This design comes from an exercise in tuning for small area, a short achievable clock period and few clock cycles on the open sky130 flow, not from production work.
Where RTL was checked, it was by simulation tests only, not by an equivalence proof against the original.
Function not checked in runs 2 to 5: the RTL went through the layout flow alone.
Power is estimated from default activity; no workload was simulated.

## design.v

```verilog
module sprite_renderer (
    input  wire        clk,
    input  wire        rst,
    input  wire [15:0] cfg_tile_mult,
    input  wire [16:0] cfg_tile_len,     
    input  wire [1:0]  cfg_pal_cnt,      
    input  wire [15:0] cfg_nent0,        
    input  wire [15:0] cfg_nent1,        
    input  wire        cfg_debug,
    input  wire        pal_we,
    input  wire        pal_slot,
    input  wire [3:0]  pal_idx,
    input  wire [15:0] pal_wdata,
    input  wire        start,
    input  wire [15:0] attr0,
    input  wire [15:0] attr1,
    input  wire [15:0] attr2,
    output wire        ready,
    output reg         tile_req,
    output reg  [13:0] tile_addr,
    input  wire        tile_gnt,
    input  wire [31:0] tile_rdata,
    output reg         pix_valid,
    output reg  [5:0]  pix_x,
    output reg  [5:0]  pix_y,
    output wire [31:0] pix_rgba,
    output reg         done,
    output wire [6:0]  spr_w,
    output wire [6:0]  spr_h,
    output reg         ev_tile_oor,
    output reg         ev_pidx_oor,
    output reg         ev_pnum_oor
);
    function [2:0] c8lo;
        input [4:0] c;
        begin
            case (c)
                5'd0,  5'd1,  5'd2,  5'd3,  5'd4:           c8lo = 3'd0;
                5'd5,  5'd6,  5'd7,  5'd8:                  c8lo = 3'd1;
                5'd9,  5'd10, 5'd11, 5'd12, 5'd13:          c8lo = 3'd2;
                5'd14, 5'd15, 5'd16, 5'd17:                 c8lo = 3'd3;
                5'd18, 5'd19, 5'd20, 5'd21, 5'd22:          c8lo = 3'd4;
                5'd23, 5'd24, 5'd25, 5'd26:                 c8lo = 3'd5;
                5'd27, 5'd28, 5'd29, 5'd30:                 c8lo = 3'd6;
                default:                                    c8lo = 3'd7;
            endcase
        end
    endfunction
    function [3:0] w_oh;
        input [1:0] shape;
        input [1:0] size;
        begin
            case ({shape, size})
                4'b00_00: w_oh = 4'b0001;  4'b00_01: w_oh = 4'b0010;
                4'b00_10: w_oh = 4'b0100;  4'b00_11: w_oh = 4'b1000;
                4'b01_00: w_oh = 4'b0010;  4'b01_01: w_oh = 4'b0100;
                4'b01_10: w_oh = 4'b0100;  4'b01_11: w_oh = 4'b1000;
                4'b10_00: w_oh = 4'b0001;  4'b10_01: w_oh = 4'b0001;
                4'b10_10: w_oh = 4'b0010;  4'b10_11: w_oh = 4'b0100;
                default:  w_oh = 4'b0001;
            endcase
        end
    endfunction
    function [3:0] h_oh;
        input [1:0] shape;
        input [1:0] size;
        begin
            case ({shape, size})
                4'b00_00: h_oh = 4'b0001;  4'b00_01: h_oh = 4'b0010;
                4'b00_10: h_oh = 4'b0100;  4'b00_11: h_oh = 4'b1000;
                4'b01_00: h_oh = 4'b0001;  4'b01_01: h_oh = 4'b0001;
                4'b01_10: h_oh = 4'b0010;  4'b01_11: h_oh = 4'b0100;
                4'b10_00: h_oh = 4'b0010;  4'b10_01: h_oh = 4'b0100;
                4'b10_10: h_oh = 4'b0100;  4'b10_11: h_oh = 4'b1000;
                default:  h_oh = 4'b0001;
            endcase
        end
    endfunction
    function [6:0] n_cells;
        input [1:0] shape;
        input [1:0] size;
        begin
            case ({shape, size})
                4'b00_00: n_cells = 7'd1;   4'b00_01: n_cells = 7'd4;
                4'b00_10: n_cells = 7'd16;  4'b00_11: n_cells = 7'd64;
                4'b01_00: n_cells = 7'd2;   4'b01_01: n_cells = 7'd4;
                4'b01_10: n_cells = 7'd8;   4'b01_11: n_cells = 7'd32;
                4'b10_00: n_cells = 7'd2;   4'b10_01: n_cells = 7'd4;
                4'b10_10: n_cells = 7'd8;   4'b10_11: n_cells = 7'd32;
                default:  n_cells = 7'd1;
            endcase
        end
    endfunction
    reg [14:0] pal0 [0:15];
    reg [14:0] pal1 [0:15];
    reg        pw_we, pw_slot;
    reg [3:0]  pw_idx;
    reg [14:0] pw_data;
    always @(posedge clk) begin
        pw_we   <= pal_we;
        pw_slot <= pal_slot;
        pw_idx  <= pal_idx;
        pw_data <= pal_wdata[14:0];
        if (pw_we) begin
            if (pw_slot)
                pal1[pw_idx] <= pw_data;
            else
                pal0[pw_idx] <= pw_data;
        end
    end
    reg st_idle, st_mul, st_chk, st_run;
    assign ready = st_idle;
    wire accept = st_idle & start;
    reg [3:0]  wsel, hsel;       
    reg        hf, vf;
    reg        slot;
    wire [1:0] a_shape   = attr0[15:14];
    wire [1:0] a_size    = attr1[15:14];
    wire [3:0] a_pnum    = attr2[15:12];
    wire       a_pnum_ok = ({2'b00, a_pnum} < {4'b0000, cfg_pal_cnt});
    assign spr_w = {wsel, 3'b000};
    assign spr_h = {hsel, 3'b000};
    always @(posedge clk) begin
        if (st_idle) begin
            wsel        <= w_oh(a_shape, a_size);
            hsel        <= h_oh(a_shape, a_size);
            hf          <= ~attr0[8] & attr1[12];
            vf          <= ~attr0[8] & attr1[13];
            slot        <= a_pnum_ok & a_pnum[0];
            ev_pnum_oor <= ~a_pnum_ok;
        end
    end
    reg        dbg_r;
    reg        nbig_r;
    reg [3:0]  nlo_r;
    always @(posedge clk) begin
        dbg_r    <= cfg_debug;
        nbig_r   <= slot ? |cfg_nent1[15:4] : |cfg_nent0[15:4];
        nlo_r    <= slot ? cfg_nent1[3:0] : cfg_nent0[3:0];
    end
    reg [15:0] ms;               
    reg [10:0] ts;               
    reg        tbig;             
    reg [10:0] acc;
    reg        ovf;
    wire [11:0] acc_sum  = {1'b0, acc} + {1'b0, ts};
    wire        mul_last = ~(|ms[15:1]);
    always @(posedge clk) begin
        if (st_idle) begin
            ms   <= cfg_tile_mult;
            ts   <= {1'b0, attr2[9:0]};
            tbig <= 1'b0;
        end else begin
            ms   <= {1'b0, ms[15:1]};
            ts   <= {ts[9:0], 1'b0};
            tbig <= tbig | ts[10];
        end
        if (st_idle) begin
            acc  <= 11'd0;
            ovf  <= 1'b0;
        end else if (ms[0]) begin
            acc <= acc_sum[10:0];
            ovf <= ovf | acc_sum[11] | tbig;
        end
    end
    wire [11:0] tcnt     = cfg_tile_len[16:5];
    wire        fit0     = ({ovf, acc} < tcnt);
    reg         fitnext;     
    always @(posedge clk)
        fitnext <= (({1'b0, tile_addr[13:3]} + 12'd1) < tcnt);
    reg [31:0] w0, w1;
    reg [7:0]  m0, m1;
    reg        f0, f1;           
    reg        wp, rp;           
    reg        arr;              
    reg [7:0] in_draw, in_oor;
    reg [1:0] oor_r;
    integer k, j, i;
    always @(*) begin
        for (k = 0; k < 8; k = k + 1) begin
            in_draw[k] = ((|tile_rdata[4*k +: 4]) | dbg_r) &
                         (nbig_r | (tile_rdata[4*k +: 4] < nlo_r));
            in_oor[k]  = ((|tile_rdata[4*k +: 4]) | dbg_r) &
                         ~(nbig_r | (tile_rdata[4*k +: 4] < nlo_r));
        end
    end
    wire [31:0] aw = rp ? w1 : w0;
    wire [7:0]  am = rp ? m1 : m0;
    wire        af = rp ? f1 : f0;
    reg  [7:0] lower;                                    
    always @(*) begin
        lower[0] = 1'b0;
        for (j = 1; j < 8; j = j + 1)
            lower[j] = lower[j-1] | am[j-1];
    end
    wire [7:0] oh    = am & ~lower;
    wire [7:0] rem   = am & lower;
    wire       fin   = af & ~(|rem);
    wire       emit  = af & (|am);
    reg [3:0] sel_v;
    always @(*) begin
        sel_v = 4'd0;
        for (i = 0; i < 8; i = i + 1)
            sel_v = sel_v | ({4{oh[i]}} & aw[4*i +: 4]);
    end
    wire [2:0] sel_px = {oh[4] | oh[5] | oh[6] | oh[7],
                         oh[2] | oh[3] | oh[6] | oh[7],
                         oh[1] | oh[3] | oh[5] | oh[7]};
    reg [2:0] tx, ty, py;
    reg       fin_d;
    wire [2:0] twm1 = {wsel[3], wsel[3] | wsel[2], wsel[3] | wsel[2] | wsel[1]};
    reg [6:0] cells_left;        
    reg       fetching;          
    wire      acc_gnt = tile_req & tile_gnt;
    wire      cell_end  = &tile_addr[2:0];
    wire      last_cell = (cells_left == 7'd1);
    wire      last_word = cell_end & (last_cell | ~fitnext);
    wire f0_n = (f0 & ~(fin & ~rp)) | (arr & ~wp);
    wire f1_n = (f1 & ~(fin &  rp)) | (arr &  wp);
    wire occ0 = ~f0_n & ~f1_n;               
    wire occ1 = ~(f0_n & f1_n);              
    always @(posedge clk) begin
        if (rst) begin
            st_idle  <= 1'b1;
            st_mul   <= 1'b0;
            st_chk   <= 1'b0;
            st_run   <= 1'b0;
            tile_req <= 1'b0;
            fetching <= 1'b0;
            f0 <= 1'b0; f1 <= 1'b0;
            wp <= 1'b0; rp <= 1'b0;
            arr      <= 1'b0;
            done     <= 1'b0;
        end else begin
            done <= 1'b0;
            arr  <= acc_gnt;
            if (accept) begin
                st_idle <= 1'b0;
                st_mul  <= 1'b1;
            end
            if (st_mul & mul_last) begin
                st_mul <= 1'b0;
                st_chk <= 1'b1;
            end
            if (st_chk) begin
                st_chk   <= 1'b0;
                st_run   <= 1'b1;
                tile_req <= fit0;
                fetching <= fit0;
            end
            if (st_run) begin
                if (acc_gnt) begin
                    tile_req <= ~last_word & occ0;
                    if (last_word)
                        fetching <= 1'b0;
                end else begin
                    tile_req <= fetching & occ1;
                end
            end
            if (st_run & ~fetching & ~arr & ~f0 & ~f1) begin
                st_run  <= 1'b0;
                st_idle <= 1'b1;
                done    <= 1'b1;
            end
            f0 <= f0_n;
            f1 <= f1_n;
            if (arr) wp <= ~wp;
            if (fin) rp <= ~rp;
        end
    end
    always @(posedge clk) begin
        if (st_chk)
            tile_addr <= {acc, 3'b000};
        else if (acc_gnt)
            tile_addr <= tile_addr + 14'd1;
        if (st_idle)
            cells_left <= n_cells(a_shape, a_size);
        else if (acc_gnt & cell_end)
            cells_left <= cells_left - 7'd1;
        if (st_idle)
            ev_tile_oor <= 1'b0;
        else if (st_chk & ~fit0)
            ev_tile_oor <= 1'b1;
        else if (acc_gnt & cell_end & ~last_cell & ~fitnext)
            ev_tile_oor <= 1'b1;
        oor_r <= arr ? {|in_oor[7:4], |in_oor[3:0]} : 2'd0;
        if (st_idle)
            ev_pidx_oor <= 1'b0;
        else if (|oor_r)
            ev_pidx_oor <= 1'b1;
        if (arr & ~wp) begin
            w0 <= tile_rdata;
            m0 <= in_draw;
        end else if (af & ~rp) begin
            m0 <= rem;
        end
        if (arr & wp) begin
            w1 <= tile_rdata;
            m1 <= in_draw;
        end else if (af & rp) begin
            m1 <= rem;
        end
        if (st_idle) begin
            tx <= 3'd0; ty <= 3'd0; py <= 3'd0;
        end else if (fin_d) begin
            py <= py + 3'd1;
            if (&py) begin
                if (tx == twm1) begin
                    tx <= 3'd0;
                    ty <= ty + 3'd1;
                end else begin
                    tx <= tx + 3'd1;
                end
            end
        end
    end
    reg        p1v;
    reg [3:0]  p1n;
    reg [2:0]  p1x;
    reg [23:0] rgb;
    assign pix_rgba = {8'hFF, rgb};
    wire [5:0] xm = {6{hf}} & {wsel[3], wsel[3] | wsel[2], wsel[3] | wsel[2] | wsel[1], 3'b111};
    wire [5:0] ym = {6{vf}} & {hsel[3], hsel[3] | hsel[2], hsel[3] | hsel[2] | hsel[1], 3'b111};
    wire [14:0] pe = slot ? pal1[p1n] : pal0[p1n];
    always @(posedge clk) begin
        if (rst) begin
            p1v       <= 1'b0;
            pix_valid <= 1'b0;
            fin_d     <= 1'b0;
        end else begin
            p1v       <= emit;
            fin_d     <= fin;
            pix_valid <= p1v;
        end
        p1n   <= sel_v;
        p1x   <= sel_px;
        pix_x <= {tx, p1x} ^ xm;
        pix_y <= {ty, py} ^ ym;
        rgb   <= {pe[14:10], c8lo(pe[14:10]),
                  pe[9:5],   c8lo(pe[9:5]),
                  pe[4:0],   c8lo(pe[4:0])};
    end
endmodule
```

## flow/run.sh

```bash
#!/bin/bash
# The standard layout (standard.sh: standard synthesis, floorplan, place,
# CTS, route), with two extra ORFS settings: the port buffers are buf_2 cells
# and repair_timing aims for a larger setup slack. Output goes to
# standard_flow.log in this folder (ORFS's own step logs are under orfs/logs).
set -euo pipefail
bash standard.sh \
  "BUFFER_PORTS_ARGS=-buffer_cell sky130_fd_sc_hd__buf_2" \
  SETUP_SLACK_MARGIN=5.3 \
  finish > standard_flow.log 2>&1
```

## standard.sh

```bash
#!/bin/bash
# synth_recipe.tcl (not shown) runs the flow's synth.tcl, then flattens the netlist and writes it again
# the make line also repeats each setting of config.mk as NAME=value (left out here)
make -C /OpenROAD-flow-scripts/flow DESIGN_CONFIG=/design/flow/config.mk WORK_HOME=/design/flow/orfs CLKGATE_MAP_FILE= SYNTH_SCRIPT=/design/flow/synth_recipe.tcl "${@:-finish}"
```

## config.mk

```make
export PLATFORM = sky130hd
export DESIGN_NAME = sprite_renderer
export DESIGN_NICKNAME = sprite_renderer
export VERILOG_FILES = /design/flow/design.v
export SDC_FILE = /design/flow/constraint.sdc
export NUM_CORES = 4
export LEC_CHECK = 0
export ABC_AREA = 1
export CAP_MARGIN = 20
export CORE_MARGIN = 2
export CORE_UTILIZATION = 40
export CTS_CLUSTER_DIAMETER = 80
export CTS_CLUSTER_SIZE = 24
export PLACE_DENSITY = 0.6
export SLEW_MARGIN = 20
```

## constraint.sdc

```tcl
create_clock -name core_clock -period 8.0 [get_ports {clk}]
set_input_delay 1.6000 -clock core_clock [delete_from_list [all_inputs] [get_ports {clk}]]
set_output_delay 1.6000 -clock core_clock [all_outputs]
set_load 0.01 [all_outputs]
```

==> reports/metrics.yaml, run 1 <==
cp_top_family: "flip-flops"
swShare: 0.227
p_comb_frac: 0.050
power_frac_seq: 0.610
gp_congestion: 0.865
clockRootBuffer: "clkbuf_16"
grt_pass1_wl_um: 119000
htree_num_levels: 2
grt_max_degree: 111
critical_path_peak_fanout: 4
ys_types: 52
ctsHoldBuffers: 0
stdcell_count: 3918
synth_cells: 2704
fin_crit_sh: 0.358
cts_buffer_depth: 3
hold_viol: 0
grt-ovfl-total: 0
cp.arrival_ns: 1.26
vias: 21300
placed_cells: 3802
irDropWorstVdd_mv: 0.140
synth_most_common_cell: "edfxtp_1"
insertion_delay_ns: 0.61
hold_class: "flop to flop"
slew-limit-headroom: 0.286
wirelength_um: 81000
synth_async_sr_flop_share: 0
yosys.area.top_type: "edfxtp_1"
post_dp_cell_area_um2: 32600
grt_pass1_vias: 20800
rsz0062_at_grt: "true"
slowest_stage: "edfxtp_1"
place_hpwl_um: 48300
synthFlopType: "edfxtp_1"
cts_inserted_buffers: 42
required_ns: 6.40
start_util: 0.403
critPathLaunchType: "flop"
end_kind: "primary output"
rows: 101
synth_area_um2: 30500
core_um2: 75800
outcome: "timing/DRC/antenna clean"
finalInstanceArea_um2: 34800
p_sw_mw: 1.59
p_per_area_nw_per_um2: 201
postLayoutCoreUtil: 0.459
die_area_um2: 78600
p_leak_nw: 12.9
drv_slew: 0
vias_per_cell: 5.42
min_period_ns: 2.86
die_w_um: 280
pre_cts_ws_ns: 4.51
multi_input_area_um2: 8740
fp.dieH_um: 280
cp_cell_sequence: "buf_2"
worst_pin_slew_ns: 1.07
synth.area.top_cells: "edfxtp_1, dfxtp_1, o21ai_0, nand2_1, nor2_1"
synth_seq_cells: 732
slowest_delay_ns: 0.48
synth-edff-count: 590
syn_to_final_growth_pct: 13.9
finalSetupViolCount: 0
dr.first_iter.drc_count: 2004
fin_ws_ns: 5.14
avgSynthCellArea_um2: 11.3
ys_warn_count: 1
clk_pin_slew_ns: 0.09
max-cap-violations: 0
cts_sinks: 732
nFillCells: 6813
seq_area_frac_synth: 0.673
p_clk_frac: 0.340
nets: 3152
max_clock_freq_ghz: 0.349
drt-pass1-iter-count: 6
regArea_um2: 20600
antenna_found_initial: 3
ant_nets: 0
num_io_pins: 253
finClkSkew_ns: 0.0315
synthTopCellsByCount: "edfxtp_1, nand2_1, nor2_1"
port_buffers: 205
drc: 0
fin_setup_tns_ns: 0
netlist.area_leader.share: 0.580
crit_buf_inv: 1
wl_per_cell_um: 20.7
critPathKind: "flop to primary output"
drive_gt1_frac: 0.151
p_int_mw: 5.41
cts_tree: "built"
grt_util_all_layers: 0.196
power groups by stage:
stage / clock (mW) / sequential (mW) / combinational [mW]
5_1_grt: 2.56 / 4.28 / 0.398
3_5_place_dp: 0 / 4.35 / 0.339
6_report: 2.38 / 4.26 / 0.353
3_3_place_gp: 0 / 4.34 / 0.325
4_1_cts: 2.45 / 4.26 / 0.350
2_1_floorplan: 0 / 4.33 / 0.200
final cells by class:
cell class,instances,area share
Clock inverter,17,0.00572
Sequential cell,732,0.592
Timing Repair inverter,2,0.000468
Tap cell,978,0.0352
Timing Repair Buffer,293,0.0595
Multi-Input combinational cell,1649,0.251
Antenna cell,1,0.0000719
Clock buffer,59,0.0338
Inverter,187,0.0218
cells in the final DEF, fill, tap and decap left out, drive strengths merged, types with 6 or more instances in the layout:
cell,synthesis,final
nand2,384,384
nor2,375,375
edfxtp,590,590
nand3,96,96
o22ai,25,25
xor2,23,23
nand4,9,9
o211ai,12,12
mux2i,9,9
dfxtp,142,142
a21oi,93,93
inv,186,191
nor3,20,20
clkbuf,80,63
o21ai,354,354
conb,2,14
o21a,11,11
ha,70,70
clkinv,1,11
buf,68,289
o2111ai,6,6
nor4,13,13
o221ai,95,95
flip-flops by register name (all words and copies together), names as in the netlist, 3 cells and up, named ones only:
signal,count
pal0,240
pal1,240
w0,32
w1,32
rgb,24
ms,16
pw_data,15
tile_addr,14
acc,11
ts,11
m0,8
m1,8
cells_left,7
pix_x,6
pix_y,6
hsel,4
nlo_r,4
pw_idx,4
wsel,4
p1x,3
py,3
tx,3
ty,3
cell families (layout without fill, tap and decap cells):
family          count (synthesis)  in the layout  synth area share
simple gates                  908            908             0.120
xor+xnor                       28             28           0.00803
compound gates                615            615             0.119
buf+inv                       335            558            0.0457
fa+ha+maj                      71             71            0.0293
other cells                     2             15          0.000246
mux                            13             13           0.00442
flops                         732            732             0.673
through the flow:
step | power, mW | hold slack, ns
2_1_floorplan | 4.53 | 0.388
6_report | 6.99 | 0.396
3_5_place_dp | 4.69 | 0.403
4_1_cts | 7.06 | 0.399
3_3_place_gp | 4.67 | 0.406
5_1_grt | 7.24 | 0.424
routing by layer:
layer | up-vias | track usage | routed length [µm]
met2 | 774 | 0.340 | 39600
met4 | 0 | 0.0594 | 2160
li1 | 9985 | - | -
met1 | 10400 | 0.258 | 34300
met5 | - | 0 | 0
met3 | 114 | 0.0231 | 4980
worst paths after layout:
check / slack (ns) / startpoint / endpoint / cells past startpoint
max: 5.14 / tile_addr[8]$_DFFE_PP_ / tile_addr[8] / 1
min: 0.40 / p1v$_SDFF_PP0_ / pix_valid$_SDFF_PP0_ / 2
max reg2reg: 5.41 / flop / rgb[0]$_DFF_P_ / 12
min reg2reg: 0.40 / p1v$_SDFF_PP0_ / pix_valid$_SDFF_PP0_ / 2
timing repair:
| item | 4_1_cts | 5_1_grt |
|---|---|---|
| cloned | 1 | 6 |
| resized for setup | 56 | 46 |
| endpoints found under the setup margin | 69 | 54 |
| pin swaps | 0 | 2 |
| setup buffers | 24 | 8 |
Testbench counts, summed over its fixed seeds: cycles 102,538.
==> run 2, diff against run 1 <==
--- a/design.v
+++ b/design.v
@@ -122,11 +122,11 @@
     assign spr_h = {hsel, 3'b000};
     always @(posedge clk) begin
+        wsel        <= ({4{st_idle}} & w_oh(a_shape, a_size)) | ({4{~st_idle}} & wsel);
+        hsel        <= ({4{st_idle}} & h_oh(a_shape, a_size)) | ({4{~st_idle}} & hsel);
+        ev_pnum_oor <= (st_idle & ~a_pnum_ok) | (~st_idle & ev_pnum_oor);
         if (st_idle) begin
-            wsel        <= w_oh(a_shape, a_size);
-            hsel        <= h_oh(a_shape, a_size);
             hf          <= ~attr0[8] & attr1[12];
             vf          <= ~attr0[8] & attr1[13];
             slot        <= a_pnum_ok & a_pnum[0];
-            ev_pnum_oor <= ~a_pnum_ok;
         end
     end
@@ -272,6 +272,6 @@
         if (st_chk)
             tile_addr <= {acc, 3'b000};
-        else if (acc_gnt)
-            tile_addr <= tile_addr + 14'd1;
+        else
+            tile_addr <= tile_addr + {13'd0, acc_gnt};
         if (st_idle)
             cells_left <= n_cells(a_shape, a_size);
--- a/flow/run.sh
+++ b/flow/run.sh
@@ -7,4 +7,4 @@
 bash standard.sh \
   "BUFFER_PORTS_ARGS=-buffer_cell sky130_fd_sc_hd__buf_2" \
-  SETUP_SLACK_MARGIN=5.3 \
+  SETUP_SLACK_MARGIN=5.4 \
   finish > standard_flow.log 2>&1
--- a/config.mk
+++ b/config.mk
@@ -9,7 +9,7 @@
 export CAP_MARGIN = 20
 export CORE_MARGIN = 2
-export CORE_UTILIZATION = 40
+export CORE_UTILIZATION = 60
 export CTS_CLUSTER_DIAMETER = 80
 export CTS_CLUSTER_SIZE = 24
-export PLACE_DENSITY = 0.6
+export PLACE_DENSITY = 0.75
 export SLEW_MARGIN = 20
==> run 2 against run 1 <==
Via count rose by 3.1%. Critical endpoint is now spr_h[6]. Clock-buffer cell count did not move. Hold slack better by 0.028 ns. Register-to-register slack improved by 0.08 ns. Routed wire length decreased by 1.4%. Total power decreased by 2.8%. Worst setup slack gained 0.095 ns. Synthesized cell count rose by 0.92%. Still clean.
==> reports/metrics.yaml, run 2 <==
outcome: "timing/DRC/antenna clean"
synthTopCellsByCount: "edfxtp_1, nand2_1, nor2_1"
dr.first_iter.drc_count: 2497
wirelength_um: 79900
met3WireLength_um: 7710
syn_to_final_growth_pct: 12.4
nets: 3146
antenna_found_initial: 0
nFillCells: 3580
start_util: 0.609
grt_util_all_layers: 0.292
slowest_stage: "edfxtp_1"
yosys.area.top_type: "edfxtp_1"
rows: 82
synth-edff-count: 579
synthFlopType: "edfxtp_1"
p_leak_nw: 12.9
grt_max_degree: 125
finalSetupViolCount: 0
drv_slew: 0
cts_sinks: 732
top_layer: "met4"
ys_types: 56
fin_ws_ns: 5.23
cp_top_family: "flip-flops"
avgSynthCellArea_um2: 11.2
place_hpwl_um: 45600
grt_pass1_vias: 21100
hold_class: "flop to flop"
fin_crit_sh: 0.346
rr_worst_depth: 14
whs_ns: 0.424
crit_cells: 1
wl_met2_um: 38500
synth_seq_cells: 732
p_per_area_nw_per_um2: 198
regToRegEndpoint: "rgb[1]$_DFF_P_"
num_io_pins: 253
min_period_ns: 2.77
reg.largest.list: "pal0 (240), pal1 (240)"
synth.area.top_cells: "edfxtp_1, dfxtp_1, nand2_1, nor2_1, o21ai_0"
reg2reg_setup_slack_ns: 5.49
cts_tree: "built"
die_w_um: 230
setup.worst_path.end: "spr_h[6]"
irDropWorstVdd_mv: 0.138
vias_per_cell: 6.09
max-cap-violations: 0
seq_area_frac_synth: 0.668
clockRootBuffer: "clkbuf_16"
drt-met1-wl_um: 30700
fp.dieH_um: 230
synth_most_common_cell: "edfxtp_1"
required_ns: 6.40
fin_setup_tns_ns: 0
crit_buf_inv: 1
cts_inserted_buffers: 37
pre_cts_ws_ns: 4.76
grt-ovfl-total: 0
synth_async_sr_flop_share: 0
n_antenna_cell: 0
port_buffers: 205
end_kind: "primary output"
rsz0062_at_grt: "true"
drc: 0
drive_gt1_frac: 0.167
ys_warn_count: 1
clk_pin_slew_ns: 0.09
cts_buffer_depth: 3
slew-limit-headroom: 0.260
cp_cell_sequence: "buf_2"
vias: 21900
wl_per_cell_um: 22.2
layout_common_cells: "edfxtp_1, nand2_1, nor2_1, o21ai_0, inv_1"
critical_path_peak_fanout: 3
ant_nets: 0
finClkSkew_ns: 0.0345
core_um2: 50300
critPathKind: "flop to primary output"
insertion_delay_ns: 0.60
layout_commonest_cell: "edfxtp_1"
grt_pass1_wl_um: 118000
critPathLaunchType: "flop"
drt-pass1-iter-count: 5
worst_pin_slew_ns: 1.11
htree_num_levels: 2
synth_cells: 2729
hold_viol: 0
slowest_delay_ns: 0.43
die_area_um2: 52800
cp.arrival_ns: 1.17
synth_area_um2: 30600
netlist.area_leader.share: 0.568
gp_congestion: 0.865
max_clock_freq_ghz: 0.361
==> run 2: changes by cell type after synthesis, sizes merged, moves of 4 or more <==
cell,previous run,this run
mux2i,9,5
nand3,96,88
clkbuf,80,69
o2111ai,6,2
xor2,23,28
dfxtp,142,153
buf,68,83
nand4,9,13
nand2,384,418
edfxtp,590,579
==> run 2: how the worst min path moves through the flow <==
stage              startpoint                    to  slack [ns]  cells after the start
5_1_grt        p1x[0]$_DFF_P_      pix_x[0]$_DFF_P_        0.45                      1
4_1_cts        p1x[1]$_DFF_P_      pix_x[1]$_DFF_P_        0.43                      1
3_3_place_gp   p1v$_SDFF_PP0_  pix_valid$_SDFF_PP0_        0.40                      2
6_report       p1x[2]$_DFF_P_      pix_x[2]$_DFF_P_        0.42                      1
2_1_floorplan  p1v$_SDFF_PP0_  pix_valid$_SDFF_PP0_        0.39                      2
3_5_place_dp   p1x[1]$_DFF_P_      pix_x[1]$_DFF_P_        0.42                      1
==> run 2: kinds of logic after synthesis <==
family,share of synthesized area
AND/OR/NAND/NOR,0.123
flip-flops,0.668
AO/OA/AOI/OAI,0.118
buffers and inverters,0.0487
adder cells (fa/ha/maj),0.0293
XOR/XNOR,0.00973
multiplexers,0.00237
other,0.000245
==> run 2: timing repair <==
action | CTS | global route
pin swaps | 0 | 5
hold buffers | 0 | 0
gates cloned | 2 | 7
gates resized for setup | 126 | 50
endpoints found under the setup margin | 108 | 87
setup buffers | 22 | 6
==> run 2: through the flow <==
step,instance area (µm²),util,total power [mW],instances
global placement,32200,0.640,4.68,3497
global route,34400,0.684,7.00,3600
finish,34400,0.684,6.80,3600
detailed placement,32200,0.640,4.71,3497
CTS,34000,0.676,6.80,3587
floorplan,30800,-,4.54,2741
==> run 2: area by class of cell <==
cell class                 instances  area (µm²)  share of cell area
clock inverter                     7        45.0             0.00131
tap                              672         841              0.0245
multi-input combinational       1670        8950               0.260
sequential                       732       20600               0.598
timing repair buffer             270        2080              0.0605
inverter                         187         781              0.0227
clock buffer                      59        1090              0.0318
timing repair inverter             3        27.5            0.000801
==> run 2: metal layers <==
| metal | global-route usage | vias up |
|---|---|---|
| met2 | 0.487 | 1155 |
| met5 | 0 | - |
| met1 | 0.387 | 10600 |
| met4 | 0.116 | 0 |
| li1 | - | 9959 |
| met3 | 0.0443 | 199 |
==> run 2: where the power goes <==
group	switching (mW)	internal (mW)	total (mW)
logic	0.234	0.160	0.394
registers	0.0877	4.18	4.27
clock network	1.17	0.958	2.13
total	1.50	5.30	6.80
==> run 3, diff against run 2 <==
--- a/design.v
+++ b/design.v
@@ -131,8 +131,10 @@
         end
     end
+    reg [11:0] tcnt;             
     reg        dbg_r;
     reg        nbig_r;
     reg [3:0]  nlo_r;
     always @(posedge clk) begin
+        tcnt     <= cfg_tile_len[16:5];
         dbg_r    <= cfg_debug;
         nbig_r   <= slot ? |cfg_nent1[15:4] : |cfg_nent0[15:4];
@@ -164,5 +166,4 @@
         end
     end
-    wire [11:0] tcnt     = cfg_tile_len[16:5];
     wire        fit0     = ({ovf, acc} < tcnt);
     reg         fitnext;     
--- a/config.mk
+++ b/config.mk
@@ -9,7 +9,7 @@
 export CAP_MARGIN = 20
 export CORE_MARGIN = 2
-export CORE_UTILIZATION = 60
+export CORE_UTILIZATION = 55
 export CTS_CLUSTER_DIAMETER = 80
 export CTS_CLUSTER_SIZE = 24
-export PLACE_DENSITY = 0.75
+export PLACE_DENSITY = 0.7
 export SLEW_MARGIN = 20
==> run 3 against run 2 <==
Still clean on timing, DRC and antenna. First-iteration DRC count down 10%. Area after synthesis up 0.14%. Hold slack better by 0.0058 ns. Sequential share of layout area up 0.34 points. Register-to-register slack about the same. Sequential power up 1%. Critical endpoint is now spr_h[4]. Largest cell class unchanged. Largest power group unchanged. Highest routed layer unchanged.
==> reports/metrics.yaml, run 3 <==
outcome: "timing/DRC/antenna clean"
port_buffers: 205
p_leak_nw: 13.0
ys_warn_count: 1
htree_num_levels: 2
start_util: 0.556
post_dp_cell_area_um2: 32400
insertion_delay_ns: 0.60
synth-edff-count: 579
hold_viol: 0
vias: 21500
finalInstanceArea_um2: 34600
clk_pin_slew_ns: 0.09
synth_async_sr_flop_share: 0
rr_worst_depth: 12
num_io_pins: 253
slowest_delay_ns: 0.43
reg2reg_setup_slack_ns: 5.50
die_area_um2: 57600
synth.area.top_cells: "edfxtp_1, dfxtp_1, nand2_1, o21ai_0, nor2_1"
grt_pass1_vias: 20600
synth_most_common_cell: "edfxtp_1"
syn_to_final_growth_pct: 12.8
dr.first_iter.drc_count: 2241
place_hpwl_um: 44100
layout_commonest_cell: "edfxtp_1"
crit_cells: 1
critPathLaunchType: "flop"
synth_seq_cells: 744
wirelength_um: 77200
cp.arrival_ns: 1.18
cts_buffer_depth: 3
cts_sinks: 744
antenna_found_initial: 0
finClkSkew_ns: 0.0241
crit_buf_inv: 1
grt_max_degree: 95
slowest_stage: "edfxtp_1"
cp_cell_sequence: "buf_2"
synth_area_um2: 30600
yosys.area.top_type: "edfxtp_1"
stdcell_count: 3693
layout_common_cells: "edfxtp_1, nand2_1, nor2_1, o21ai_0, buf_2"
placed_cells: 3582
finalSetupViolCount: 0
netlist.area_leader.share: 0.567
synth_cells: 2722
fp.dieH_um: 240
cp_top_family: "flip-flops"
rows: 86
worst_pin_slew_ns: 1.15
fin_setup_tns_ns: 0
grt-ovfl-total: 0
hold_class: "flop to flop"
cts_inserted_buffers: 38
ant_nets: 0
required_ns: 6.40
ctsHoldBuffers: 0
seq_area_frac_synth: 0.675
reg.largest.list: "pal0 (240), pal1 (240)"
p_per_area_nw_per_um2: 199
wl_per_cell_um: 20.9
drive_gt1_frac: 0.148
ys_types: 53
die_w_um: 240
drt-pass1-iter-count: 6
min_period_ns: 2.78
fin_crit_sh: 0.348
core_um2: 55100
grt_pass1_wl_um: 115000
critPathKind: "flop to primary output"
vias_per_cell: 5.82
setup.worst_path.end: "spr_h[4]"
drc: 0
max-cap-violations: 0
max_clock_freq_ghz: 0.360
clockRootBuffer: "clkbuf_16"
drv_slew: 0
irDropWorstVdd_mv: 0.202
regToRegEndpoint: "rgb[17]$_DFF_P_"
postLayoutCoreUtil: 0.627
avgSynthCellArea_um2: 11.3
critical_path_peak_fanout: 2
cts_tree: "built"
nets: 3162
end_kind: "primary output"
grt_util_all_layers: 0.260
gp_congestion: 0.876
rsz0062_at_grt: "true"
synthFlopType: "edfxtp_1"
synthTopCellsByCount: "edfxtp_1, nand2_1, nor2_1"
slew-limit-headroom: 0.234
-- run 3: cell count changes after synthesis, moves of 5 or more --
cell,before,now
a21oi_1,92,87
buf_6,10,2
dfxtp_1,153,165
inv_1,168,157
nand2_1,410,416
nand2_2,8,3
nand3_1,88,109
o211ai_1,11,18
o21ai_0,229,302
o21ai_1,112,24
o21ai_2,15,3
-- run 3: logic make-up after synthesis --
family / after synthesis / share of synthesized area
flip-flops: 744 / 0.675
other: 2 / 0.000245
adder cells (fa/ha/maj): 71 / 0.0292
buffers and inverters: 319 / 0.0441
AO/OA/AOI/OAI: 585 / 0.113
multiplexers: 3 / 0.00102
XOR/XNOR: 33 / 0.00943
AND/OR/NAND/NOR: 965 / 0.128
-- run 3: cell type report --
cell class              count  area, µm²
diodes                      1       2.50
clock buffers              58       1080
clock inverters             9       63.8
fillers                  4264      20500
inverters                 173        707
multi-input cells        1672       8760
flip-flops and latches    744      20800
well taps                 748        936
repair buffers            288       2220
-- run 3: worst min-delay path by stage --
stage                         startpoint              endpoint  slack, ns  cells past startpoint
after floorplan           p1v$_SDFF_PP0_  pix_valid$_SDFF_PP0_       0.39                      2
after global placement    p1v$_SDFF_PP0_  pix_valid$_SDFF_PP0_       0.40                      2
after detailed placement  p1v$_SDFF_PP0_  pix_valid$_SDFF_PP0_       0.41                      2
after CTS                 p1v$_SDFF_PP0_  pix_valid$_SDFF_PP0_       0.42                      2
after global routing      p1v$_SDFF_PP0_  pix_valid$_SDFF_PP0_       0.45                      2
final                     p1x[2]$_DFF_P_      pix_x[2]$_DFF_P_       0.43                      1
-- run 3: metal layers --
metal / vias up / share of wire / global-route usage
li1: 9994 / - / -
met1: 10500 / 0.40 / 0.337
met2: 871 / 0.49 / 0.451
met3: 143 / 0.073 / 0.0318
met4: 0 / 0.033 / 0.0977
met5: - / 0 / 0
-- run 3: power by group --
| part | internal [mW] | total (mW) | switching [mW] |
|---|---|---|---|
| clock network | 0.954 | 2.15 | 1.20 |
| logic | 0.166 | 0.401 | 0.235 |
| registers | 4.25 | 4.33 | 0.0824 |
-- run 3: worst register-to-register path: stages, from the launching register on --
cell and delay, ns:
dfxtp_2 0.33, buf_8 0.25, inv_8 0.23, buf_16 0.28
o221ai_1 0.34, nand3_1 0.17, nand2_1 0.18, o21ai_4 0.27
nand3_1 0.13, nand2_1 0.08, nand3_1 0.06, nand2_1 0.07
inv_1 0.03
-- run 3: per-stage QoR --
step                total power [mW]  setup WS (ns)  hold WS (ns)
finish                          6.88           5.22         0.430
global route                    7.10           5.18         0.446
detailed placement              4.77           4.22         0.412
global placement                4.75           4.29         0.397
floorplan                       4.61           5.32         0.388
CTS                             6.90           5.19         0.423
-- run 3: timing repair --
action / 4_1_cts / 5_1_grt
pin swaps: 1 / 0
gates cloned: 5 / 2
gates resized for setup: 111 / 33
setup endpoints to repair: 116 / 94
buffers inserted: 25 / 8
==> run 4, diff against run 3 <==
--- a/design.v
+++ b/design.v
@@ -119,15 +119,20 @@
     wire [3:0] a_pnum    = attr2[15:12];
     wire       a_pnum_ok = ({2'b00, a_pnum} < {4'b0000, cfg_pal_cnt});
-    assign spr_w = {wsel, 3'b000};
-    assign spr_h = {hsel, 3'b000};
+    reg [3:0] wsel_o, hsel_o;
+    reg       pnum_bad;
+    assign spr_w = {wsel_o, 3'b000};
+    assign spr_h = {hsel_o, 3'b000};
     always @(posedge clk) begin
-        wsel        <= ({4{st_idle}} & w_oh(a_shape, a_size)) | ({4{~st_idle}} & wsel);
-        hsel        <= ({4{st_idle}} & h_oh(a_shape, a_size)) | ({4{~st_idle}} & hsel);
-        ev_pnum_oor <= (st_idle & ~a_pnum_ok) | (~st_idle & ev_pnum_oor);
         if (st_idle) begin
+            wsel        <= w_oh(a_shape, a_size);
+            hsel        <= h_oh(a_shape, a_size);
             hf          <= ~attr0[8] & attr1[12];
             vf          <= ~attr0[8] & attr1[13];
             slot        <= a_pnum_ok & a_pnum[0];
+            pnum_bad    <= ~a_pnum_ok;
         end
+        wsel_o      <= wsel;
+        hsel_o      <= hsel;
+        ev_pnum_oor <= pnum_bad;
     end
     reg [11:0] tcnt;             
==> run 4 against run 3 <==
Clock skew about the same. Critical endpoint is now tile_addr[13]. Utilization up 0.56 points. Global-route usage up 0.59 points. Sequential power up 1%. Critical path depth unchanged. Clock-buffer cell count up 5.
==> reports/metrics.yaml, run 4 <==
synth_seq_cells: 753
required_ns: 6.40
end_kind: "primary output"
wirelength_um: 81400
cts_tree: "built"
reg.largest.list: "pal0 (240), pal1 (240)"
max_clock_freq_ghz: 0.374
critPathKind: "flop to primary output"
synth.area.top_cells: "edfxtp_1, dfxtp_1, nand2_1, o21ai_0, nor2_1"
vias: 21900
grt_pass1_wl_um: 117000
vias_per_cell: 5.90
drt-pass1-iter-count: 5
avgSynthCellArea_um2: 11.3
hold_viol: 0
drc: 0
grt_util_all_layers: 0.266
irDropWorstVdd_mv: 0.200
power_frac_seq: 0.624
synth_area_um2: 30900
gp_congestion: 0.888
max-cap-violations: 0
grt-ovfl-total: 0
outcome: "timing/DRC/antenna clean"
p_leak_nw: 13.2
layout_commonest_cell: "edfxtp_1"
p_clk_frac: 0.318
antenna_found_initial: 0
cp.arrival_ns: 1.08
num_io_pins: 253
core_um2: 55300
yosys.area.top_type: "edfxtp_1"
p_int_mw: 5.46
dr.first_iter.drc_count: 2744
ys_types: 55
cp_cell_sequence: "buf_6"
cp_top_family: "flip-flops"
grt_pass1_vias: 20600
rows: 86
crit_buf_inv: 1
seq_area_frac_synth: 0.676
syn_to_final_growth_pct: 13.3
p_per_area_nw_per_um2: 200
p_sw_mw: 1.55
layout_common_cells: "edfxtp_1, nand2_1, nor2_1, o21ai_0, buf_2"
min_period_ns: 2.68
critical_path_peak_fanout: 2
ctsHoldBuffers: 0
critPathLaunchType: "flop"
p_comb_frac: 0.058
clk_pin_slew_ns: 0.09
drv_slew: 0
synth_async_sr_flop_share: 0
fin_setup_tns_ns: 0
worst_pin_slew_ns: 0.860
fin_crit_sh: 0.334
slew-limit-headroom: 0.426
swShare: 0.221
wl_per_cell_um: 21.9
slowest_delay_ns: 0.37
clockRootBuffer: "clkbuf_16"
insertion_delay_ns: 0.60
hold_class: "flop to flop"
finClkSkew_ns: 0.0243
rsz0062_at_grt: "true"
total_power_mw: 7.02
synthFlopType: "edfxtp_1"
netlist.area_leader.share: 0.563
synthTopCellsByCount: "edfxtp_1, nand2_1, nor2_1"
cts_sinks: 753
ys_warn_count: 1
slowest_stage: "dfxtp_4"
htree_num_levels: 2
die_area_um2: 58100
synth_cells: 2734
nets: 3179
port_buffers: 205
finalSetupViolCount: 0
ant_nets: 0
grt_max_degree: 73
synth-edff-count: 579
drive_gt1_frac: 0.157
place_hpwl_um: 46400
cts_buffer_depth: 3
cts_inserted_buffers: 39
die_w_um: 241
start_util: 0.558
fp.dieH_um: 241
synth_most_common_cell: "edfxtp_1"
run 4: final timing paths:
check                                           start             endpoint  slack [ns]  depth (start not counted)
worst max-delay path            tile_addr[13]$_DFF_P_        tile_addr[13]        5.32                          1
worst min-delay path               pnum_bad$_DFFE_PP_  ev_pnum_oor$_DFF_P_        0.35                          0
worst max register to register                   flop       rgb[9]$_DFF_P_        5.46                         11
worst min register to register     pnum_bad$_DFFE_PP_  ev_pnum_oor$_DFF_P_        0.35                          0
run 4: routing by layer:
metal	GRT usage	up-vias	wire, µm
met5	0	-	0
met4	0.0988	0	2770
met3	0.0388	165	7430
met2	0.446	1059	38900
met1	0.354	10600	32300
li1	-	10000	-
run 4: area by class of cell:
type / instances / area [µm²]
timing repair inverter: 2 / 13.8
multi-input combinational: 1670 / 8800
tap: 748 / 936
inverter: 176 / 736
clock buffer: 63 / 1140
antenna: 1 / 2.50
fill: 4221 / 20300
sequential: 753 / 21000
timing repair buffer: 292 / 2320
clock inverter: 8 / 70.1
run 4: cell families after synthesis:
| family | count (synthesis) | share of synthesized area |
|---|---|---|
| compound gates | 582 | 0.111 |
| flops | 753 | 0.676 |
| fa+ha+maj | 71 | 0.0290 |
| other cells | 2 | 0.000243 |
| mux | 7 | 0.00235 |
| xor+xnor | 34 | 0.00964 |
| buf+inv | 323 | 0.0450 |
| simple gates | 962 | 0.126 |
run 4: worst reg2reg max path, cell delays in order (launching register included):
cell,delay [ns]
dfxtp_4,0.48
buf_4,0.27
buf_4,0.22
o21ai_0,0.16
o22ai_2,0.25
o21ai_0,0.17
o21ai_1,0.29
nand2_1,0.11
o21ai_2,0.15
nand2_1,0.14
o21ai_1,0.16
inv_1,0.06
run 4: power by group through the flow:
stage | clock [mW] | sequential, mW | combinational [mW]
finish | 2.23 | 4.38 | 0.405
global route | 2.40 | 4.39 | 0.450
CTS | 2.27 | 4.38 | 0.398
detailed placement | 0 | 4.47 | 0.368
global placement | 0 | 4.46 | 0.350
floorplan | 0 | 4.45 | 0.212
run 4: through the flow:
stage / cells / area (µm²) / util / hold WS [ns] / setup slack (ns)
2_1_floorplan: 2746 / 31000 / - / 0.323 / 5.28
3_3_place_gp: 3604 / 32600 / 0.590 / 0.324 / 4.10
3_5_place_dp: 3604 / 32600 / 0.590 / 0.331 / 4.00
4_1_cts: 3703 / 34600 / 0.626 / 0.352 / 5.29
5_1_grt: 3712 / 35000 / 0.633 / 0.356 / 5.29
6_report: 3713 / 35000 / 0.633 / 0.351 / 5.32
run 4: repair_timing:
action / 4_1_cts / 5_1_grt
endpoints found under the setup margin: 136 / 77
pin swaps: 0 / 2
cloned: 5 / 7
resized for setup: 136 / 48
buffers inserted: 23 / 2
==> run 5, diff against run 4 <==
--- a/design.v
+++ b/design.v
@@ -109,7 +109,8 @@
         end
     end
-    reg st_idle, st_mul, st_chk, st_run;
+    reg st_idle, busy, st_mul, st_chk, st_run;
     assign ready = st_idle;
-    wire accept = st_idle & start;
+    wire idle = ~busy;
+    wire accept = idle & start;
     reg [3:0]  wsel, hsel;       
     reg        hf, vf;
@@ -124,5 +125,5 @@
     assign spr_h = {hsel_o, 3'b000};
     always @(posedge clk) begin
-        if (st_idle) begin
+        if (idle) begin
             wsel        <= w_oh(a_shape, a_size);
             hsel        <= h_oh(a_shape, a_size);
@@ -154,5 +155,5 @@
     wire        mul_last = ~(|ms[15:1]);
     always @(posedge clk) begin
-        if (st_idle) begin
+        if (idle) begin
             ms   <= cfg_tile_mult;
             ts   <= {1'b0, attr2[9:0]};
@@ -163,5 +164,5 @@
             tbig <= tbig | ts[10];
         end
-        if (st_idle) begin
+        if (idle) begin
             acc  <= 11'd0;
             ovf  <= 1'b0;
@@ -229,4 +230,5 @@
         if (rst) begin
             st_idle  <= 1'b1;
+            busy     <= 1'b0;
             st_mul   <= 1'b0;
             st_chk   <= 1'b0;
@@ -243,4 +245,5 @@
             if (accept) begin
                 st_idle <= 1'b0;
+                busy    <= 1'b1;
                 st_mul  <= 1'b1;
             end
@@ -267,4 +270,5 @@
                 st_run  <= 1'b0;
                 st_idle <= 1'b1;
+                busy    <= 1'b0;
                 done    <= 1'b1;
             end
@@ -280,9 +284,9 @@
         else
             tile_addr <= tile_addr + {13'd0, acc_gnt};
-        if (st_idle)
+        if (idle)
             cells_left <= n_cells(a_shape, a_size);
         else if (acc_gnt & cell_end)
             cells_left <= cells_left - 7'd1;
-        if (st_idle)
+        if (idle)
             ev_tile_oor <= 1'b0;
         else if (st_chk & ~fit0)
@@ -291,5 +295,5 @@
             ev_tile_oor <= 1'b1;
         oor_r <= arr ? {|in_oor[7:4], |in_oor[3:0]} : 2'd0;
-        if (st_idle)
+        if (idle)
             ev_pidx_oor <= 1'b0;
         else if (|oor_r)
@@ -307,5 +311,5 @@
             m1 <= rem;
         end
-        if (st_idle) begin
+        if (idle) begin
             tx <= 3'd0; ty <= 3'd0; py <= 3'd0;
         end else if (fin_d) begin
==> run 5 against run 4 <==
Still clean. Hold slack gained 0.0082 ns. Area after synthesis is essentially flat. Clock-buffer cell count shrank 3. Register-to-register slack gained 0.04 ns. Total power shrank 1.3%. Sequential cell count grew 1. Via count shrank 1.3%. Sequential share of layout area grew 0.17 points. Critical endpoint is now pix_rgba[15]. Largest power group unchanged. Highest routed layer unchanged.
==> reports/metrics.yaml, run 5 <==
outcome: "timing/DRC/antenna clean"
rows: 86
cts_tree: "built"
synth_seq_cells: 754
finalSetupViolCount: 0
drv_slew: 0
port_buffers: 205
insertion_delay_ns: 0.62
avgSynthCellArea_um2: 11.3
num_io_pins: 253
drc: 0
cts_inserted_buffers: 38
nets: 3180
drive_gt1_frac: 0.153
min_period_ns: 2.69
layout_common_cells: "edfxtp_1, nor2_1, nand2_1, o21ai_0, inv_1"
drt-pass1-iter-count: 5
hold_viol: 0
rsz0062_at_grt: "true"
synth.area.top_cells: "edfxtp_1, dfxtp_1, o21ai_0, nand2_1, nor2_1"
wirelength_um: 80100
max-cap-violations: 0
clockRootBuffer: "clkbuf_16"
synth_async_sr_flop_share: 0
ctsHoldBuffers: 0
grt_pass1_vias: 21000
synth_area_um2: 30900
slowest_stage: "dfxtp_2"
max_clock_freq_ghz: 0.372
clk_pin_slew_ns: 0.10
worst_pin_slew_ns: 1.11
p_per_area_nw_per_um2: 198
hold_class: "flop to flop"
grt_pass1_wl_um: 119000
fin_ws_ns: 5.31
start_util: 0.558
crit_cells: 1
yosys.area.top_type: "edfxtp_1"
post_dp_cell_area_um2: 32600
p_leak_nw: 13.2
finalInstanceArea_um2: 34900
cp_top_family: "flip-flops"
synth-edff-count: 579
synth_cells: 2733
die_w_um: 241
netlist.area_leader.share: 0.563
place_hpwl_um: 46700
layout_commonest_cell: "edfxtp_1"
ant_nets: 0
slew-limit-headroom: 0.256
rr_worst_depth: 11
vias_per_cell: 5.82
grt_max_degree: 107
postLayoutCoreUtil: 0.632
grt-ovfl-total: 0
n_antenna_cell: 0
syn_to_final_growth_pct: 13.1
cts_buffer_depth: 3
fin_crit_sh: 0.336
end_kind: "primary output"
whs_path_depth: 0
gp_congestion: 0.887
synthTopCellsByCount: "edfxtp_1, nand2_1, nor2_1"
fp.dieH_um: 241
ys_types: 51
synthFlopType: "edfxtp_1"
required_ns: 6.40
slowest_delay_ns: 0.38
cts_sinks: 754
wl_per_cell_um: 21.6
pre_cts_ws_ns: 4.27
synth_most_common_cell: "edfxtp_1"
seq_area_frac_synth: 0.676
ys_warn_count: 1
grt_util_all_layers: 0.271
htree_num_levels: 2
dr.first_iter.drc_count: 2473
total_power_mw: 6.93
cp.arrival_ns: 1.09
critical_path_peak_fanout: 1
die_area_um2: 58100
critPathLaunchType: "flop"
antenna_found_initial: 0
reg.largest.list: "pal0 (240), pal1 (240)"
fin_setup_tns_ns: 0
core_um2: 55300
finClkSkew_ns: 0.0333
cp_cell_sequence: "buf_6"
crit_buf_inv: 1
vias: 21600
irDropWorstVdd_mv: 0.164
critPathKind: "flop to primary output"
-- run 5: metrics by stage --
| stage | hold slack [ns] | cells |
|---|---|---|
| 2_1_floorplan | 0.323 | 2745 |
| 3_3_place_gp | 0.328 | 3603 |
| 3_5_place_dp | 0.330 | 3603 |
| 4_1_cts | 0.362 | 3704 |
| 5_1_grt | 0.368 | 3713 |
| 6_report | 0.359 | 3713 |
-- run 5: timing repair --
action / CTS / global route
gates resized for setup: 136 / 45
endpoints found under the hold margin: 0 / 0
setup endpoints to repair: 100 / 77
setup buffers: 27 / 5
pin swaps: 0 / 1
gates cloned: 4 / 4
-- run 5: kinds of logic after synthesis --
logic type	count (synthesis)	share of synthesized area
AO/OA/AOI/OAI	613	0.116
XOR/XNOR	35	0.00992
adder cells (fa/ha/maj)	71	0.0290
buffers and inverters	328	0.0451
flip-flops	754	0.676
multiplexers	11	0.00369
other	2	0.000243
AND/OR/NAND/NOR	919	0.120
-- run 5: worst paths after layout --
check	slack (ns)	start	to
max	5.31	rgb[15]$_DFF_P_	pix_rgba[15]
min	0.36	pnum_bad$_DFFE_PN_	ev_pnum_oor$_DFF_P_
max reg2reg	5.50	flop	rgb[9]$_DFF_P_
min reg2reg	0.36	pnum_bad$_DFFE_PN_	ev_pnum_oor$_DFF_P_
-- run 5: area by class of cell --
| class | instances | area (µm²) |
|---|---|---|
| repair inverters | 1 | 8.76 |
| clock inverters | 10 | 85.1 |
| flip-flops and latches | 754 | 21000 |
| fillers | 4328 | 20400 |
| clock buffers | 60 | 1040 |
| multi-input cells | 1663 | 8730 |
| inverters | 181 | 736 |
| well taps | 748 | 936 |
| repair buffers | 296 | 2400 |
-- run 5: metal layers --
metal  vias up  part of all wire  track usage
met5         -                 0            0
met4         0             0.032        0.102
met3       145             0.071       0.0262
met2       929              0.49        0.469
met1     10500              0.40        0.357
li1      10000                 -            -
-- run 5: where the power goes --
group	total (mW)	internal, mW	leakage (nW)	switching [mW]
Combinational	0.390	0.157	5.91	0.233
Clock	2.15	0.925	0.539	1.23
Sequential	4.38	4.30	6.71	0.0836
Total	6.93	5.38	13.2	1.54
==> run 6, diff against run 5 <==
--- a/design.v
+++ b/design.v
@@ -150,6 +150,6 @@
     reg [10:0] ts;               
     reg        tbig;             
-    reg [10:0] acc;
     reg        ovf;
+    wire [10:0] acc      = tile_addr[13:3];
     wire [11:0] acc_sum  = {1'b0, acc} + {1'b0, ts};
     wire        mul_last = ~(|ms[15:1]);
@@ -164,11 +164,8 @@
             tbig <= tbig | ts[10];
         end
-        if (idle) begin
-            acc  <= 11'd0;
-            ovf  <= 1'b0;
-        end else if (ms[0]) begin
-            acc <= acc_sum[10:0];
+        if (idle)
+            ovf <= 1'b0;
+        else if (ms[0])
             ovf <= ovf | acc_sum[11] | tbig;
-        end
     end
     wire        fit0     = ({ovf, acc} < tcnt);
@@ -280,6 +277,8 @@
     end
     always @(posedge clk) begin
-        if (st_chk)
-            tile_addr <= {acc, 3'b000};
+        if (idle)
+            tile_addr <= 14'd0;
+        else if (ms[0])
+            tile_addr <= {acc_sum[10:0], 3'b000};
         else
             tile_addr <= tile_addr + {13'd0, acc_gnt};
--- a/config.mk
+++ b/config.mk
@@ -9,7 +9,7 @@
 export CAP_MARGIN = 20
 export CORE_MARGIN = 2
-export CORE_UTILIZATION = 55
+export CORE_UTILIZATION = 65
 export CTS_CLUSTER_DIAMETER = 80
 export CTS_CLUSTER_SIZE = 24
-export PLACE_DENSITY = 0.7
+export PLACE_DENSITY = 0.8
 export SLEW_MARGIN = 20
==> run 6 against run 5 <==
Worst setup slack lost 0.011 ns. First-iteration DRC count grew 27%. Still clean on timing, DRC and antenna. Clock skew shrank 0.0065 ns. Sequential cell count shrank 11. Final cell count shrank 5.7%. Clock power is essentially flat. Clock-buffer cell count grew 3.
==> reports/metrics.yaml, run 6 <==
outcome: "timing/DRC/antenna clean"
critPathKind: "flop to primary output"
power_frac_seq: 0.632
vias: 22200
syn_to_final_growth_pct: 12.3
p_comb_frac: 0.057
cts_sinks: 743
gp_congestion: 0.911
fp.dieH_um: 221
synth_most_common_cell: "edfxtp_1"
wl_per_cell_um: 22.9
synth_seq_cells: 743
irDropWorstVdd_mv: 0.240
drt-pass1-iter-count: 6
clockRootBuffer: "clkbuf_16"
cp.arrival_ns: 1.10
synthFlopType: "edfxtp_1"
swShare: 0.222
antenna_found_initial: 2
avgSynthCellArea_um2: 11.4
finalInstanceArea_um2: 34300
p_int_mw: 5.32
nets: 3109
slowest_stage: "dfxtp_2"
critical_path_peak_fanout: 2
layout_common_cells: "edfxtp_1, nand2_1, nor2_1, o21ai_0, buf_2"
yosys.area.top_type: "edfxtp_1"
p_sw_mw: 1.51
cp_top_family: "flip-flops"
place_hpwl_um: 45600
rows: 79
hold_viol: 0
whs_path_depth: 0
slew-limit-headroom: 0.217
drv_slew: 0
layout_commonest_cell: "edfxtp_1"
drt-met1-wl_um: 28700
p_clk_frac: 0.311
port_buffers: 205
cts_inserted_buffers: 37
grt_util_all_layers: 0.314
reg2reg_setup_slack_ns: 5.39
ant_nets: 0
vias_per_cell: 6.34
wirelength_um: 80100
start_util: 0.658
p_leak_nw: 12.9
end_kind: "primary output"
dr.first_iter.drc_count: 3134
crit_buf_inv: 1
synth.area.top_cells: "edfxtp_1, dfxtp_1, o21ai_0, nand2_1, nor2_1"
hold_start: "pnum_bad$_DFFE_PN_"
synth_area_um2: 30600
max-cap-violations: 0
cts_buffer_depth: 3
htree_num_levels: 2
critPathLaunchType: "flop"
met3WireLength_um: 8230
ys_warn_count: 1
insertion_delay_ns: 0.62
cp_cell_sequence: "buf_6"
die_area_um2: 48800
synth-edff-count: 579
synth_cells: 2670
post_dp_cell_area_um2: 32000
nFillCells: 2950
slowest_delay_ns: 0.38
grt_pass1_wl_um: 116000
min_period_ns: 2.70
wl_met2_um: 39900
netlist.area_leader.share: 0.569
finClkSkew_ns: 0.0268
fin_crit_sh: 0.338
finalSetupViolCount: 0
hold_end: "ev_pnum_oor$_DFF_P_"
drc: 0
regToRegEndpoint: "rgb[1]$_DFF_P_"
core_um2: 46500
grt_pass1_vias: 21200
p_per_area_nw_per_um2: 199
drive_gt1_frac: 0.156
worst_pin_slew_ns: 1.17
pre_cts_ws_ns: 3.96
top_layer: "met4"
required_ns: 6.40
rr_worst_depth: 11
max_clock_freq_ghz: 0.370
die_w_um: 221
reg.largest.list: "pal0 (240), pal1 (240)"
hold_class: "flop to flop"
rsz0062_at_grt: "true"
cts_tree: "built"
synth_async_sr_flop_share: 0
synthTopCellsByCount: "edfxtp_1, nand2_1, nor2_1"
num_io_pins: 253
fin_setup_tns_ns: 0
clk_pin_slew_ns: 0.10
grt-ovfl-total: 0
grt_max_degree: 83
ctsHoldBuffers: 0
fin_ws_ns: 5.30
ys_types: 56
seq_area_frac_synth: 0.677
run 6: cell count changes in the layout (fill, tap and decap cells not counted), moves of 7 or more:
cell      before  now
o211ai_1      12   21
o21ai_1       33   13
buf_4         65   58
o221ai_1      86   95
nor2_1       379  355
nor3_1        24   12
nand3_1       94  118
nor2_2         3   11
o21ai_0      311  299
nand2_1      377  388
a21oi_1       93   67
buf_6         52   45
inv_1        166  142
run 6: how the worst max path moves through the flow:
stage	startpoint	end	slack (ns)	cells after the start
2_1_floorplan	tile_rdata[17]	m0[4]$_DFFE_PP_	5.40	7
3_5_place_dp	flop	rgb[17]$_DFF_P_	3.96	11
5_1_grt	ev_tile_oor$_SDFFE_PN0P_	ev_tile_oor	5.27	1
6_report	ev_tile_oor$_SDFFE_PN0P_	ev_tile_oor	5.30	1
3_3_place_gp	flop	rgb[9]$_DFF_P_	4.05	11
4_1_cts	tile_addr[13]$_SDFF_PN0_	tile_addr[13]	5.28	1
run 6: through the flow:
step / total power [mW] / utilization / instances / hold slack [ns]
after floorplan: 4.59 / - / 2682 / 0.323
after global placement: 4.73 / 0.690 / 3391 / 0.330
after detailed placement: 4.75 / 0.690 / 3391 / 0.334
after global routing: 7.01 / 0.738 / 3502 / 0.366
after CTS: 6.81 / 0.728 / 3485 / 0.355
final: 6.84 / 0.738 / 3503 / 0.361
run 6: area by class of cell:
| class | instances | area [µm²] | area share |
|---|---|---|---|
| diodes | 3 | 7.51 | 0.000219 |
| clock buffers | 63 | 1050 | 0.0307 |
| clock inverters | 5 | 66.3 | 0.00193 |
| inverters | 157 | 638 | 0.0186 |
| multi-input cells | 1638 | 8750 | 0.255 |
| flip-flops and latches | 743 | 20800 | 0.606 |
| well taps | 607 | 759 | 0.0221 |
| repair buffers | 286 | 2240 | 0.0653 |
| repair inverters | 1 | 11.3 | 0.000328 |
run 6: metal layers:
metal / global-route usage / vias to the layer above
met2: 0.538 / 1458
met3: 0.0488 / 233
met4: 0.132 / 0
met1: 0.401 / 10600
li1: - / 9882
met5: 0 / -
run 6: cells by family (layout without fill, tap and decap cells):
| group | after synthesis | in the layout | synth area share |
|---|---|---|---|
| xor gates and xnor gates | 32 | 32 | 0.00917 |
| and+or+nand+nor | 944 | 944 | 0.126 |
| muxes | 11 | 11 | 0.00373 |
| buffers and inverters | 301 | 512 | 0.0428 |
| AOI/OAI and AO/OA | 566 | 566 | 0.112 |
| DFF | 743 | 743 | 0.677 |
| other | 2 | 17 | 0.000246 |
| adders and majority gates | 71 | 71 | 0.0293 |
run 6: repair_timing:
| action | 4_1_cts | 5_1_grt |
|---|---|---|
| setup endpoints to repair | 99 | 81 |
| pin swaps | 0 | 4 |
| buffers inserted | 24 | 8 |
| hold endpoints to repair | 0 | 0 |
| cloned | 2 | 6 |
| gates resized for setup | 108 | 57 |
run 6: power groups by stage:
| stage | logic [mW] | registers [mW] | clock network, mW |
|---|---|---|---|
| after floorplan | 0.204 | 4.39 | 0 |
| after global placement | 0.323 | 4.40 | 0 |
| after detailed placement | 0.342 | 4.41 | 0 |
| after CTS | 0.370 | 4.32 | 2.13 |
| after global routing | 0.432 | 4.33 | 2.25 |
| final | 0.390 | 4.32 | 2.13 |
Testbench counts of run 6, summed over its fixed seeds: cycles 102,538.
==> run 7, diff against run 6 <==
--- a/flow/run.sh
+++ b/flow/run.sh
@@ -7,4 +7,4 @@
 bash standard.sh \
   "BUFFER_PORTS_ARGS=-buffer_cell sky130_fd_sc_hd__buf_2" \
-  SETUP_SLACK_MARGIN=5.4 \
+  SETUP_SLACK_MARGIN=5.35 \
   finish > standard_flow.log 2>&1
--- a/config.mk
+++ b/config.mk
@@ -9,7 +9,7 @@
 export CAP_MARGIN = 20
 export CORE_MARGIN = 2
-export CORE_UTILIZATION = 65
+export CORE_UTILIZATION = 55
 export CTS_CLUSTER_DIAMETER = 80
 export CTS_CLUSTER_SIZE = 24
-export PLACE_DENSITY = 0.8
+export PLACE_DENSITY = 0.7
 export SLEW_MARGIN = 20
==> run 7 against run 6 <==
Still clean on timing, DRC and antenna. Sequential power is essentially flat. Sequential cell count is the same. Area after synthesis stayed put. Routed wire length fell by 1.8%. Via count down 3.4%. Non-clock buffer count is 14 lower. Combinational power is 1% lower. Largest power group unchanged. Highest routed layer unchanged.
==> reports/metrics.yaml, run 7 <==
p_per_area_nw_per_um2: 201
end_kind: "primary output"
synth_async_sr_flop_share: 0
total_power_mw: 6.91
stdcell_count: 3630
insertion_delay_ns: 0.59
min_period_ns: 2.70
core_um2: 55000
port_buffers: 205
irDropWorstVdd_mv: 0.168
clk_pin_slew_ns: 0.10
drive_gt1_frac: 0.159
nets: 3098
cts_inserted_buffers: 39
gp_congestion: 0.868
cts_sinks: 743
avgSynthCellArea_um2: 11.4
ys_warn_count: 1
n_antenna_cell: 0
wl_per_cell_um: 21.7
cp_cell_sequence: "buf_6"
regToRegEndpoint: "rgb[16]$_DFF_P_"
die_w_um: 240
cp_top_family: "flip-flops"
grt-ovfl-total: 0
layout_common_cells: "edfxtp_1, nand2_1, nor2_1, o21ai_0, buf_2"
max-cap-violations: 0
synth-edff-count: 579
seq_area_frac_synth: 0.677
rsz0062_at_grt: "true"
cp.arrival_ns: 1.10
postLayoutCoreUtil: 0.627
whs_path_depth: 0
grt_pass1_vias: 20500
finalSetupViolCount: 0
placed_cells: 3514
hold_end: "hsel_o[0]$_DFF_P_"
cts_buffer_depth: 3
synth_area_um2: 30600
critPathKind: "flop to primary output"
required_ns: 6.40
hold_class: "flop to flop"
synthFlopType: "edfxtp_1"
synth_most_common_cell: "edfxtp_1"
start_util: 0.556
hold_start: "hsel[0]$_DFFE_PN_"
synth_cells: 2670
grt_pass1_wl_um: 116000
cts_tree: "built"
fin_crit_sh: 0.338
synth_seq_cells: 743
reg2reg_setup_slack_ns: 5.38
grt_util_all_layers: 0.266
drt-pass1-iter-count: 5
vias: 21400
antenna_found_initial: 1
synth.area.top_cells: "edfxtp_1, dfxtp_1, o21ai_0, nand2_1, nor2_1"
fp.dieH_um: 240
synthTopCellsByCount: "edfxtp_1, nand2_1, nor2_1"
ys_types: 56
syn_to_final_growth_pct: 12.8
drv_slew: 0
yosys.area.top_type: "edfxtp_1"
wirelength_um: 78700
reg.largest.list: "pal0 (240), pal1 (240)"
dr.first_iter.drc_count: 2183
crit_buf_inv: 1
fin_setup_tns_ns: 0
vias_per_cell: 5.91
critPathLaunchType: "flop"
critical_path_peak_fanout: 1
p_leak_nw: 12.8
finClkSkew_ns: 0.0195
ctsHoldBuffers: 0
rows: 86
htree_num_levels: 2
hold_viol: 0
netlist.area_leader.share: 0.569
outcome: "timing/DRC/antenna clean"
die_area_um2: 57400
slowest_stage: "dfxtp_4"
drc: 0
slew-limit-headroom: 0.217
layout_commonest_cell: "edfxtp_1"
clockRootBuffer: "clkbuf_16"
worst_pin_slew_ns: 1.17
slowest_delay_ns: 0.40
num_io_pins: 253
place_hpwl_um: 45000
ant_nets: 0
max_clock_freq_ghz: 0.370
rr_worst_depth: 13
grt_max_degree: 92
==> run 7: kinds of logic (layout without fill, tap and decap cells) <==
group                    Yosys count  in the layout  share of synthesized area
buffers and inverters            301            501                     0.0428
adder cells (fa/ha/maj)           71             71                     0.0293
XOR/XNOR                          32             32                    0.00917
AND/OR/NAND/NOR                  944            944                      0.126
AO/OA/AOI/OAI                    566            566                      0.112
other                              2             14                   0.000246
flip-flops                       743            743                      0.677
multiplexers                      11             11                    0.00373
==> run 7: worst max-delay path by stage <==
stage                    start                        to  depth (start not counted)
6_report       rgb[12]$_DFF_P_              pix_rgba[12]                          1
2_1_floorplan         tile_gnt  tile_addr[10]$_SDFF_PN0_                          9
5_1_grt        rgb[12]$_DFF_P_              pix_rgba[12]                          1
3_5_place_dp              flop           rgb[17]$_DFF_P_                         13
3_3_place_gp              flop           rgb[17]$_DFF_P_                         14
4_1_cts        rgb[22]$_DFF_P_              pix_rgba[22]                          1
==> run 7: area by class of cell <==
cell class	instances	area [µm²]
repair inverters	2	22.5
multi-input cells	1638	8820
clock inverters	9	91.3
repair buffers	272	2110
inverters	157	631
clock buffers	61	1090
fillers	4272	20500
well taps	748	936
flip-flops and latches	743	20800
==> run 7: timing repair <==
item,4_1_cts,5_1_grt
gates resized for setup,102,58
buffers inserted,25,8
hold endpoints to repair,0,0
gates cloned,3,4
pin swaps,0,2
setup endpoints to repair,89,72
==> run 7: layer usage <==
metal,GRT usage,part of all wire,vias up
met5,0,0,-
met4,0.0856,0.026,0
met3,0.0333,0.076,143
met2,0.462,0.50,974
met1,0.347,0.40,10500
li1,-,-,9844
==> run 7: power by group <==
part	switching, mW	internal (mW)	total, mW
logic	0.233	0.152	0.386
registers	0.0770	4.24	4.32
clock network	1.24	0.972	2.21
total	1.55	5.37	6.91
==> run 7: stage by stage <==
step	setup WS, ns	instance area (µm²)	hold slack, ns
final	5.30	34500	0.350
after global placement	4.26	32100	0.326
after CTS	5.28	34000	0.352
after floorplan	5.35	30600	0.323
after detailed placement	4.24	32100	0.330
after global routing	5.28	34500	0.367

==> separate check: timing with driven ports <==
No port has a modelled driver above. Below, the same layouts with a new extraction and two added sets of constraints. Step 1 assumes that a clkbuf_16 drives the clock port and a buf_2 every other input. Step 2, shift: input delay + t, output delay - t, t = (earliest + latest rising clock arrival at the registers) / 2. This alone moves slack from input paths to output paths. Three values: ideal ports, drivers, drivers and shift; two values: the first two.
run	t (ns)	slack for setup (ns)	clock arrival spread, ns	worst register clock-pin slew, ns	worst slew at a driven data input, ns
run 1	0.650	5.135 / 5.075 / 4.840	0.035 / 0.034	0.10 / 0.10	0.10
run 2	0.641	5.230 / 5.173 / 4.823	0.036 / 0.035	0.10 / 0.10	0.06
run 3	0.645	5.220 / 5.160 / 4.966	0.031 / 0.030	0.10 / 0.10	0.09
run 4	0.647	5.325 / 5.267 / 4.939	0.029 / 0.030	0.10 / 0.10	0.06
run 5	0.659	5.308 / 5.249 / 4.987	0.035 / 0.035	0.10 / 0.10	0.05
run 6	0.661	5.298 / 5.243 / 5.030	0.027 / 0.027	0.10 / 0.10	0.07
run 7	0.642	5.297 / 5.240 / 5.008	0.024 / 0.024	0.10 / 0.10	0.05
After both steps setup and hold are still met in every run listed. The setup slack of run 2, which loses most, moves by -0.057 ns with the drivers and by -0.407 ns with both steps.
